This is an optimization exercise on Yosys and OpenROAD, whose aim is small area, not a production implementation.
The RTL was checked by simulation tests, not by an equivalence proof against the original design.
No activity file was given, so power comes from the tool's default toggle rates.

// rpi433_core
module rpi433_core (
    input  wire        clk,
    input  wire        rst,
    input  wire        rx_in,
    input  wire        cmd_valid,
    input  wire [11:0] cmd,
    input  wire [15:0] rd_addr,
    output wire        tx_out,
    output wire        tx_busy,
    output wire        rx_done,
    output wire        rx_ovr,
    output wire        cmd_err,
    output wire [2:0]  rx_stat,
    output wire [4:0]  rx_cause,
    output wire [7:0]  rx_len,
    output wire [5:0]  rx_nbytes,
    output wire [15:0] min_low,
    output wire [15:0] min_high,
    output wire [7:0]  rd_data
);
    localparam [1:0] R_IDLE = 2'd0, R_START = 2'd1, R_DATA = 2'd2;
    localparam [1:0] T_IDLE = 2'd0, T_RUN = 2'd1, T_FIN = 2'd2, T_END = 2'd3;
    localparam [1:0] G_SIG = 2'd0, G_LEN = 2'd1, G_PAY = 2'd2, G_CHK = 2'd3;
    localparam [2:0] ST_NONE = 3'd0, ST_OK = 3'd1, ST_BADTIMING = 3'd2, ST_TOOSHORT = 3'd3,
                     ST_SIGMISMATCH = 3'd4, ST_LENOVERRUN = 3'd5, ST_CHKMISMATCH = 3'd6;
    localparam [3:0] OP_TXCLR = 4'h1, OP_TXPUSH = 4'h2, OP_TXGO = 4'h3,
                     OP_RXACK = 4'h4, OP_ERRCLR = 4'h5;
    localparam [6:0] END_P = 7'd100;
    function [7:0] key_byte;
        input [3:0] i;
        key_byte = (i[3:1] != 3'd0) ? {i, i} : (i[0] ? 8'h07 : 8'hC5);
    endfunction
    function [7:0] sig_byte;
        input [1:0] i;
        sig_byte = i[1] ? (i[0] ? 8'h1B : 8'h5C) : (i[0] ? 8'hF9 : 8'h63);
    endfunction
    integer     q;
    reg [4:0]   ph;              
    reg [1:0]   txphase;         
  ...
Size: ~2600 cells after synthesis, roughly 970 flip-flops, ~99 I/O pins, roughly 30000 µm² of cells after synthesis.
==> flow/config.mk <==
export PLATFORM = sky130hd
export DESIGN_NAME = rpi433_core
export DESIGN_NICKNAME = rpi433_core
export VERILOG_FILES = /design/flow/design.v
export SDC_FILE = /design/flow/constraint.sdc
export NUM_CORES = 4
export LEC_CHECK = 0
export CAP_MARGIN = 20
export CORE_MARGIN = 2
export CORE_UTILIZATION = 55
export GPL_TIMING_DRIVEN = 0
export PLACE_DENSITY = 0.7
export SLEW_MARGIN = 20
==> flow/constraint.sdc <==
create_clock -name core_clock -period 12.0 [get_ports {clk}]
set_input_delay 2.4000 -clock core_clock [delete_from_list [all_inputs] [get_ports {clk}]]
set_output_delay 2.4000 -clock core_clock [all_outputs]
set_load 0.01 [all_outputs]
standard.sh (not shown) runs the stock make flow with config.mk's settings and CLKGATE_MAP_FILE= SYNTH_SCRIPT=/design/flow/synth_recipe.tcl, a recipe that flattens the netlist after the stock synthesis.
==> flow/flow/run.sh <==
#!/bin/bash
# Layout flow: the standard flow (standard.sh) with these changes.
#  1. Synthesis is the standard one, but ABC maps the logic with flow/abc_map.script
#     (area-recovering mapping rounds) instead of ORFS's abc_speed.script, and adders
#     are left to ABC (no ADDER_MAP_FILE) instead of being mapped to ha/fa cells first.
#     Registers are mapped before ABC runs, so they are the standard synthesis's
#     registers.
#  2. Ports are buffered with sky130_fd_sc_hd__buf_1.
#  3. CTS uses clkbuf_16 with larger sink clusters and inserts no dummy loads.
#  4. The buffers synthesis puts on pass-through (constant) outputs are removed at
#     floorplan (REMOVE_ABC_BUFFERS), as timing-driven placement would otherwise do.
# Each step's output goes to a log file in this folder.
set -euo pipefail
here=$(pwd)
rm -rf "$here/scripts_abc"
cp -r "$FLOW_HOME/scripts" "$here/scripts_abc"
cp "$here/flow/abc_map.script" "$here/scripts_abc/abc_speed.script"
export REMOVE_ABC_BUFFERS=1
export BUFFER_PORTS_ARGS="-buffer_cell sky130_fd_sc_hd__buf_1"
export CTS_ARGS="-sink_clustering_enable -repair_clock_nets -sink_clustering_size 30 -sink_clustering_max_diameter 80 -buf_list sky130_fd_sc_hd__clkbuf_16 -dont_use_dummy_load"
SCRIPTS_DIR="$here/scripts_abc" ADDER_MAP_FILE= bash standard.sh synth > "$here/synth.log" 2>&1
bash standard.sh > "$here/layout.log" 2>&1
==> flow/flow/abc_map.script <==
&get -n
&st
&dc2
&dch -f
&nf -R 1000 -p -F 8 -A 4
&st
&syn2
&dc2
&if -g -K 6
&synch2
&nf -R 1000 -p -F 8 -A 4
&st
&syn2
&if -g -K 6
&synch2
&nf -R 1000 -p -F 8 -A 4
&st
&dc2
&dch -f
&nf -R 1000 -p -F 8 -A 4
&put
topo
stime -c
dnsize -c
The first run went through all stages and came out clean.
Rerun with:
Settings changed: CAP_MARGIN 20 to 10, SLEW_MARGIN 20 to 10.
What happened: The changed run finished but failed the layout checks on capacitance limit, slew limit. Worst setup slack loses 0.056 ns. Via count hardly moves. Clock skew came out higher by 0.022 ns. Routed wire length barely changes.
Rerun with:
Settings changed: CAP_MARGIN 10 to 20, CORE_UTILIZATION 55 to 40, PLACE_DENSITY 0.7 to not set, SLEW_MARGIN 10 to 20.
Outcome:
- With this change the flow passed the timing, DRC and antenna checks
- die area goes up by well over a third
- routed wire length goes up by a few percent
- via count came out lower slightly
- total power rose slightly
- non-clock buffer count rose by 10
- sequential power hardly moves
Rerun with:
Settings changed: CORE_UTILIZATION 40 to 65, PLACE_DENSITY set to 0.8.
The changed run completed without violations.
Wire length shrinks by 6.0%.
Power came out lower by 1.4%.
Via count is higher by 2.6%.

Setup of 07-24:
rpi433_core again, from the RTL that the note above started with.
Settings: LEC_CHECK=0, CAP_MARGIN=20, CORE_MARGIN=2, CORE_UTILIZATION=40, GPL_TIMING_DRIVEN=0, SLEW_MARGIN=20; clock period 12.0 ns.
==> flow/flow/run.sh <==
#!/bin/bash
# Layout flow: the standard flow (standard.sh) with three changes.
#  1. Synthesis is the standard one, but ABC maps the logic with flow/abc_map.script
#     (area-recovering mapping rounds) instead of ORFS's abc_speed.script, and adders
#     are left to ABC (no ADDER_MAP_FILE) instead of being mapped to ha/fa cells first.
#     Registers are mapped before ABC runs, so they are the standard synthesis's
#     registers.
#  2. Ports are buffered with sky130_fd_sc_hd__buf_1.
#  3. CTS uses clkbuf_16 with larger sink clusters and inserts no dummy loads.
# Each step's output goes to a log file in this folder.
set -euo pipefail
here=$(pwd)
rm -rf "$here/scripts_abc"
cp -r "$FLOW_HOME/scripts" "$here/scripts_abc"
cp "$here/flow/abc_map.script" "$here/scripts_abc/abc_speed.script"
export BUFFER_PORTS_ARGS="-buffer_cell sky130_fd_sc_hd__buf_1"
export CTS_ARGS="-sink_clustering_enable -repair_clock_nets -sink_clustering_size 26 -sink_clustering_max_diameter 70 -buf_list sky130_fd_sc_hd__clkbuf_16 -dont_use_dummy_load"
SCRIPTS_DIR="$here/scripts_abc" ADDER_MAP_FILE= bash standard.sh synth > "$here/synth.log" 2>&1
bash standard.sh > "$here/layout.log" 2>&1
Scripts as last shown in full above: flow/flow/abc_map.script
07-24 | status: complete | timing, DRC, antenna: pass
Input-level comparison between 03-15 and 07-24:
# 07-24
export LEC_CHECK = 0
export CAP_MARGIN = 20
export CORE_MARGIN = 2
export CORE_UTILIZATION = 40
export GPL_TIMING_DRIVEN = 0
export SLEW_MARGIN = 20
create_clock -name core_clock -period 12.0 [get_ports {clk}]
# 03-15
export LEC_CHECK = 0
export CAP_MARGIN = 10
export CORE_MARGIN = 2
export CORE_UTILIZATION = 40
export GPL_TIMING_DRIVEN = 0
export SLEW_MARGIN = 10
create_clock -name core_clock -period 12.0 [get_ports {clk}]
--- a/flow/flow/run.sh
+++ b/flow/flow/run.sh
@@ -2 +2 @@
-# Layout flow: the standard flow (standard.sh) with three changes.
+# Layout flow: the standard flow (standard.sh) with these changes.
@@ -9,0 +10,2 @@
+#  4. The buffers synthesis puts on pass-through (constant) outputs are removed at
+#     floorplan (REMOVE_ABC_BUFFERS), as timing-driven placement would otherwise do.
@@ -15,0 +18 @@
+export REMOVE_ABC_BUFFERS=1
@@ -17 +20 @@
-export CTS_ARGS="-sink_clustering_enable -repair_clock_nets -sink_clustering_size 26 -sink_clustering_max_diameter 70 -buf_list sky130_fd_sc_hd__clkbuf_16 -dont_use_dummy_load"
+export CTS_ARGS="-sink_clustering_enable -repair_clock_nets -sink_clustering_size 30 -sink_clustering_max_diameter 80 -buf_list sky130_fd_sc_hd__clkbuf_16 -dont_use_dummy_load"
Notes after the runs:
The proportion of final cell area spent on non-clock buffers in 03-15 sits 0.15 points below the value recorded for 07-24.
03-15 completed end to end; final checks failed (capacitance limit, slew limit).
Against 07-24, 03-15 comes in 310 ps lower on worst setup slack.
03-15 vs. 07-24: sequential power stayed essentially flat, share of cell area taken by flip-flops and latches rose by 0.51 points.

-- static timing again, ports no longer ideal --
How much do the figures lean on ideal ports? The routed layouts below were timed once more, with nothing changed but the port constraints. Step 1 assumes that a clkbuf_16 drives the clock port and a buf_2 every other input. Step 2 times the ports against the registers' clock, not the clock port: input delays grow and output delays shrink by t, the midpoint of the rising clock arrivals with the driver on. Slacks: ideal / step 1 / step 2; pairs: ideal / step 1.
run | t (ns) | setup slack, ns | hold WS [ns] | latest minus earliest clock arrival (ns) | worst register clock-pin slew, ns
the first run of note 1 | 0.654 | 2.609 / 2.588 / 2.588 | 0.311 / 0.311 / 0.311 | 0.073 / 0.072 | 0.12 / 0.12
the second run of note 1 | 0.652 | 2.553 / 2.530 / 2.530 | 0.305 / 0.305 / 0.305 | 0.087 / 0.086 | 0.12 / 0.12
the third run of note 1 | 0.660 | 2.570 / 2.550 / 2.550 | 0.285 / 0.285 / 0.285 | 0.120 / 0.120 | 0.12 / 0.12
the fourth run of note 1 | 0.649 | 2.537 / 2.516 / 2.516 | 0.298 / 0.298 / 0.298 | 0.101 / 0.100 | 0.12 / 0.12
07-24 | 0.669 | 2.746 / 2.721 / 2.721 | 0.270 / 0.270 / 0.270 | 0.101 / 0.101 | 0.10 / 0.10
03-15 | 0.654 | 2.438 / 2.417 / 2.417 | 0.262 / 0.262 / 0.262 | 0.158 / 0.158 | 0.12 / 0.12
For 07-24, which loses most, drivers alone change the setup slack by -0.025 ns; drivers and shift together by -0.025 ns.
